This is an optimization exercise on Yosys and OpenROAD, whose aim is small area, a short achievable clock period and few clock cycles per item, not a production implementation.
In this exercise RTL edits were held to simulation tests only and were not proved equivalent to the original.
Power and IR drop assume default switching activity.

==> flow/design.v <==
module pdc_muldiv (
    input  wire         clk,
    input  wire         rst,        
    input  wire         in_valid,
    output wire         in_ready,
    input  wire [255:0] tgt,
    input  wire [63:0]  ma,
    input  wire [63:0]  mb,
    output reg          done,
    output reg          err,
    output wire [319:0] q
);
    localparam [2:0] S_IDLE = 3'd0,
                     S_SET  = 3'd1,
                     S_MUL  = 3'd2,
                     S_FIN  = 3'd3,
                     S_DIV  = 3'd4,
                     S_ERR  = 3'd5;
    reg [2:0]   state;
    reg         rdy;         
    reg         chk;         
    reg         fb;          
    reg         fh;          
    reg [8:0]   cnt;
    reg [6:0]   nm;          
    reg [6:0]   left;        
    reg         lead;        
    reg [3:1]   sl, sh;      
    reg [1:0]   xb;          
    reg [1:0]   xt;          
    reg [319:0] work;
    reg [63:0]  R;           
    reg [63:0]  A;           
    reg [63:0]  M1;          
    reg [65:0]  M3;          
    assign in_ready = rdy;
    assign q        = work;
    function [67:0] padd(input [67:0] a, input [67:0] b, input cin);
        reg [67:0] p, G, P;
        reg [68:0] c;
        integer l, k, j;
        begin
            p = a ^ b;
            G = a & b;
            P = p;
            G[0] = G[0] | (P[0] & cin);
            for (l = 0; l < 7; l = l + 1)
                for (k = 0; k < 68; k = k + 1)
                    if ((k >> l) & 1) begin
                        j = ((k >> l) << l) - 1;
                        G[k] = G[k] | (P[k] & G[j]);
                        P[k] = P[k] & P[j];
                    end
            c[0] = cin;
            for (k = 1; k < 69; k = k + 1) c[k] = G[k-1];
            padd = p ^ c[67:0];
        end
    endfunction
    wire [65:0] pp0w = ({66{sl[1]}} & {2'b0, M1}) | ({66{sl[2]}} & {1'b0, M1, 1'b0}) | ({66{sl[3]}} & M3);
    wire [65:0] pp1w = ({66{sh[1]}} & {2'b0, M1}) | ({66{sh[2]}} & {1'b0, M1, 1'b0}) | ({66{sh[3]}} & M3);
    wire [67:0] pp0  = {2'b0, pp0w};
    wire [67:0] pp1  = {pp1w, 2'b0};
    wire [67:0] xm   = {4'b0, A};
    wire [67:0] cs_s = xm ^ pp0 ^ pp1;
    wire [67:0] cs_c = {(xm[66:0] & pp0[66:0]) | (xm[66:0] & pp1[66:0]) | (pp0[66:0] & pp1[66:0]), 1'b0};
    wire [67:0] msum = padd(cs_s, cs_c, 1'b0);
    function [3:1] oh(input [1:0] d);
        oh = {d == 2'd3, d == 2'd2, d == 2'd1};
    endfunction
    wire [65:0] X   = {R, xb};
    wire [67:0] d1  = padd({2'b0, X}, ~{4'b0, M1}, 1'b1);
    wire [67:0] d2  = padd({2'b0, X}, ~{3'b0, M1, 1'b0}, 1'b1);
    wire [67:0] d3  = padd({2'b0, X}, ~{2'b0, M3}, 1'b1);
    wire        g1  = ~d1[67];
    wire        g2  = ~d2[67];
    wire        g3  = ~d3[67];
    wire        e3  = g3;
    wire        e2  = g2 & ~g3;
    wire        e1  = g1 & ~g2;
    wire        e0  = ~g1;
    wire [1:0]  qd  = {g2, e3 | e1};
    wire [63:0] rnew = ({64{e3}} & d3[63:0]) | ({64{e2}} & d2[63:0]) |
                       ({64{e1}} & d1[63:0]) | ({64{e0}} & X[63:0]);
    wire        ge      = (R >= M1);
    wire        ge32    = ({32'd0, R[63:32]} >= M1);
    wire        m1small = (M1[63:2] == 62'd0);
    reg  [1:0]  tq, tr;
    always @* begin
        tq = 2'd0;
        tr = xt;
        if (m1small) begin
            case (M1[1:0])
                2'd1: begin tq = xt; tr = 2'd0; end
                2'd2: begin tq = {1'b0, xt[1]}; tr = {1'b0, xt[0]}; end
                2'd3: begin tq = {1'b0, xt == 2'd3}; tr = (xt == 2'd3) ? 2'd0 : xt; end
                default: ;
            endcase
        end
    end
    reg [6:0] nm_enc;
    integer i;
    always @* begin
        nm_enc = 7'd1;
        for (i = 1; i < 64; i = i + 1)
            if (tgt[4*i +: 4] != 4'd0) nm_enc = i[6:0] + 7'd1;
    end
    wire [6:0] lft      = left;
    wire       skip     = lead & (work[31:0] == 32'd0) & (lft > 7'd8);
    wire       mul_last = ~skip & (lft == 7'd1);
    always @(posedge clk) begin
        if (state == S_FIN || state == S_DIV || (state == S_MUL && mul_last))
            M1 <= mb;
        else
            M1 <= ma;
        work  <= 320'd0;
        R     <= 64'd0;
        A     <= 64'd0;
        sl    <= 3'd0;
        sh    <= 3'd0;
        xb    <= 2'd0;
        chk   <= 1'b0;
        rdy   <= 1'b0;
        done  <= 1'b0;
        case (state)
            S_IDLE: begin
                A  <= ma;
                sl <= 3'b010;            
                if (in_valid) begin
                    if (mb == 64'd0) begin
                        state <= S_ERR;
                        rdy   <= 1'b1;
                    end else begin
                        state <= S_SET;
                    end
                end
            end
            S_SET: begin
                M3          <= msum[65:0];
                work[255:0] <= tgt;
                sl          <= oh(tgt[1:0]);
                sh          <= oh(tgt[3:2]);
                fb          <= 1'b0;
                fh          <= 1'b0;
                nm          <= nm_enc;
                left        <= nm_enc;
                lead        <= 1'b1;
                state       <= S_MUL;
            end
            S_MUL: begin
                if (skip) begin
                    work[255:0] <= {32'd0, work[255:32]};
                    sl          <= oh(work[33:32]);
                    sh          <= oh(work[35:34]);
                    left        <= lft - 7'd8;
                end else begin
                    A             <= msum[67:4];
                    work[319:256] <= msum[67:4];
                    work[255:0]   <= {msum[3:0], work[255:4]};
                    sl            <= oh(work[5:4]);
                    sh            <= oh(work[7:6]);
                    left          <= lft - 7'd1;
                    lead          <= lead & (work[3:0] == 4'd0);
                end
                if (mul_last) begin
                    A     <= mb;
                    sl    <= 3'b010;     
                    sh    <= 3'b000;
                    state <= S_FIN;
                end
            end
            S_FIN: begin
                M3            <= msum[65:0];
                R             <= work[319:256];
                xt            <= work[319:318];
                work[319:256] <= {work[317:256], work[255:254]};
                work[255:0]   <= {work[253:0], 2'b00};
                xb            <= work[255:254];
                chk           <= 1'b1;
                cnt           <= {1'b0, nm, 1'b0} - 9'd1;
                state         <= S_DIV;
            end
            S_DIV: begin
                if (chk && ge && !ge32) begin
                    R    <= {32'd0, R[63:32]};
                    work <= {30'd0, work[287:0], 2'b00};
                    xb   <= work[289:288];
                    fb   <= 1'b1;
                    fh   <= 1'b1;
                    cnt  <= cnt + 9'd16;
                end else if (chk && ge) begin
                    R    <= {62'd0, tr};
                    work <= {work[317:0], tq};
                    xb   <= work[319:318];
                    fb   <= 1'b1;
                    cnt  <= cnt + 9'd31;
                end else begin
                    R    <= rnew;
                    if (fb) begin
                        work <= {work[317:0], qd};
                        if (fh) work[319:290] <= 30'd0;
                        xb   <= fh ? work[289:288] : work[319:318];
                    end else begin
                        work[255:0] <= {work[253:0], qd};
                        xb   <= work[255:254];
                    end
                    cnt  <= cnt - 9'd1;
                end
                if (!(chk && ge) && cnt == 9'd1) rdy <= 1'b1;
                if (!chk && cnt == 9'd0) begin
                    state <= S_IDLE;
                    done  <= 1'b1;
                    err   <= 1'b0;
                end
            end
            S_ERR: begin
                state <= S_IDLE;
                done  <= 1'b1;
                err   <= 1'b1;
            end
            default: state <= S_IDLE;
        endcase
        if (rst) begin
            state <= S_IDLE;
            rdy   <= 1'b0;
            done  <= 1'b0;
        end
    end
endmodule
==> flow/config.mk <==
export PLATFORM = sky130hd
export DESIGN_NAME = pdc_muldiv
export DESIGN_NICKNAME = pdc_muldiv
export VERILOG_FILES = /design/flow/design.v
export SDC_FILE = /design/flow/constraint.sdc
export NUM_CORES = 4
export LEC_CHECK = 0
export CAP_MARGIN = 20
export CORE_MARGIN = 2
export CORE_UTILIZATION = 40
export SETUP_SLACK_MARGIN = 5
export SLEW_MARGIN = 20
==> flow/constraint.sdc <==
create_clock -name core_clock -period 10.0 [get_ports {clk}]
set_input_delay 2.0000 -clock core_clock [delete_from_list [all_inputs] [get_ports {clk}]]
set_output_delay 2.0000 -clock core_clock [all_outputs]
set_load 0.01 [all_outputs]
standard.sh (not shown) runs the stock make flow with config.mk's settings and CLKGATE_MAP_FILE= SYNTH_SCRIPT=/design/flow/synth_recipe.tcl, a recipe that flattens the netlist after the stock synthesis.
==> flow/flow/run.sh <==
#!/bin/bash
# The standard ORFS layout (standard.sh), unchanged except that the port
# buffers are built from the smallest buffer cell instead of the default.
set -euo pipefail
cd "$(dirname "$0")/.."
bash standard.sh "BUFFER_PORTS_ARGS=-buffer_cell sky130_fd_sc_hd__buf_1" finish > standard.log 2>&1
Testbench counts at the start, summed over its fixed seeds: cycles 319,779, items 2,400.
Edit:
--- a/flow/design.v
+++ b/flow/design.v
@@ -16,10 +16,11 @@
                      S_FIN  = 3'd3,
                      S_DIV  = 3'd4,
                      S_ERR  = 3'd5;
     reg [2:0]   state;
     reg         rdy;         
+    reg         first;       
     reg         chk;         
     reg         fb;          
     reg         fh;          
     reg [8:0]   cnt;
     reg [6:0]   nm;          
@@ -27,12 +28,11 @@
     reg         lead;        
     reg [3:1]   sl, sh;      
     reg [1:0]   xb;          
     reg [1:0]   xt;          
     reg [319:0] work;
-    reg [63:0]  R;           
-    reg [63:0]  A;           
+    reg [63:0]  R;
     reg [63:0]  M1;          
     reg [65:0]  M3;          
     assign in_ready = rdy;
     assign q        = work;
     function [67:0] padd(input [67:0] a, input [67:0] b, input cin);
@@ -58,11 +58,11 @@
     endfunction
     wire [65:0] pp0w = ({66{sl[1]}} & {2'b0, M1}) | ({66{sl[2]}} & {1'b0, M1, 1'b0}) | ({66{sl[3]}} & M3);
     wire [65:0] pp1w = ({66{sh[1]}} & {2'b0, M1}) | ({66{sh[2]}} & {1'b0, M1, 1'b0}) | ({66{sh[3]}} & M3);
     wire [67:0] pp0  = {2'b0, pp0w};
     wire [67:0] pp1  = {pp1w, 2'b0};
-    wire [67:0] xm   = {4'b0, A};
+    wire [67:0] xm   = {4'b0, R};
     wire [67:0] cs_s = xm ^ pp0 ^ pp1;
     wire [67:0] cs_c = {(xm[66:0] & pp0[66:0]) | (xm[66:0] & pp1[66:0]) | (pp0[66:0] & pp1[66:0]), 1'b0};
     wire [67:0] msum = padd(cs_s, cs_c, 1'b0);
     function [3:1] oh(input [1:0] d);
         oh = {d == 2'd3, d == 2'd2, d == 2'd1};
@@ -100,32 +100,32 @@
     reg [6:0] nm_enc;
     integer i;
     always @* begin
         nm_enc = 7'd1;
         for (i = 1; i < 64; i = i + 1)
-            if (tgt[4*i +: 4] != 4'd0) nm_enc = i[6:0] + 7'd1;
+            if (work[4*i +: 4] != 4'd0) nm_enc = i[6:0] + 7'd1;
     end
-    wire [6:0] lft      = left;
+    wire [6:0] lft      = first ? nm_enc : left;
     wire       skip     = lead & (work[31:0] == 32'd0) & (lft > 7'd8);
     wire       mul_last = ~skip & (lft == 7'd1);
     always @(posedge clk) begin
         if (state == S_FIN || state == S_DIV || (state == S_MUL && mul_last))
             M1 <= mb;
         else
             M1 <= ma;
         work  <= 320'd0;
         R     <= 64'd0;
-        A     <= 64'd0;
         sl    <= 3'd0;
         sh    <= 3'd0;
         xb    <= 2'd0;
+        first <= 1'b0;
         chk   <= 1'b0;
         rdy   <= 1'b0;
         done  <= 1'b0;
         case (state)
             S_IDLE: begin
-                A  <= ma;
+                R  <= ma;
                 sl <= 3'b010;            
                 if (in_valid) begin
                     if (mb == 64'd0) begin
                         state <= S_ERR;
                         rdy   <= 1'b1;
@@ -139,32 +139,32 @@
                 work[255:0] <= tgt;
                 sl          <= oh(tgt[1:0]);
                 sh          <= oh(tgt[3:2]);
                 fb          <= 1'b0;
                 fh          <= 1'b0;
-                nm          <= nm_enc;
-                left        <= nm_enc;
+                first       <= 1'b1;
                 lead        <= 1'b1;
                 state       <= S_MUL;
             end
             S_MUL: begin
+                if (first) nm <= nm_enc;
                 if (skip) begin
                     work[255:0] <= {32'd0, work[255:32]};
                     sl          <= oh(work[33:32]);
                     sh          <= oh(work[35:34]);
                     left        <= lft - 7'd8;
                 end else begin
-                    A             <= msum[67:4];
+                    R             <= msum[67:4];
                     work[319:256] <= msum[67:4];
                     work[255:0]   <= {msum[3:0], work[255:4]};
                     sl            <= oh(work[5:4]);
                     sh            <= oh(work[7:6]);
                     left          <= lft - 7'd1;
                     lead          <= lead & (work[3:0] == 4'd0);
                 end
                 if (mul_last) begin
-                    A     <= mb;
+                    R     <= mb;
                     sl    <= 3'b010;     
                     sh    <= 3'b000;
                     state <= S_FIN;
                 end
             end
=> The new run passed the timing, design-rule and antenna checks. Power came out higher by about 20%. Synthesized area came out lower by 0.81%. Sequential power came out lower by about 7%. Cell count came out higher by 4.5%. Via count came out higher by 6.3%. Fmax came out lower by about 1.7%. Non-clock buffer count came out higher by 76. Count of clock-buffer cells in the layout came out lower by 9. Utilization came out higher by 1.0 points. First-iteration DRC count came out higher by 2.8%. Die area came out lower by about 0.8%. Critical path depth came out higher by 3. Global-route usage came out higher by 1.4 points. Final area came out higher by 1.7%.
Testbench counts after the change, summed over its fixed seeds: cycles 319,779, items 2,400.

[re-timing with driven ports]
How much do the figures lean on ideal ports? The routed layouts below were timed once more, with nothing changed but the port constraints. Step 1, drivers: a clkbuf_16 drives clk and a buf_2 each remaining input, both assumed. Step 2, shift: input delay + t, output delay - t, t = (earliest + latest rising clock arrival at the registers) / 2. This alone moves slack from input paths to output paths. Three values: ideal, step 1, step 2; two values: the first two.
run | t, ns | setup slack, ns | worst register clock-pin slew, ns | worst slew at a driven data input, ns
the first run | 0.732 | 5.053 / 5.053 / 4.397 | 0.07 / 0.07 | 0.23
the second run | 0.756 | 4.965 / 4.965 / 4.965 | 0.07 / 0.07 | 0.33
After both steps every run listed still meets setup and hold. For the first run, which loses most, drivers alone change the setup slack by 0.000 ns; drivers and shift together by -0.656 ns.
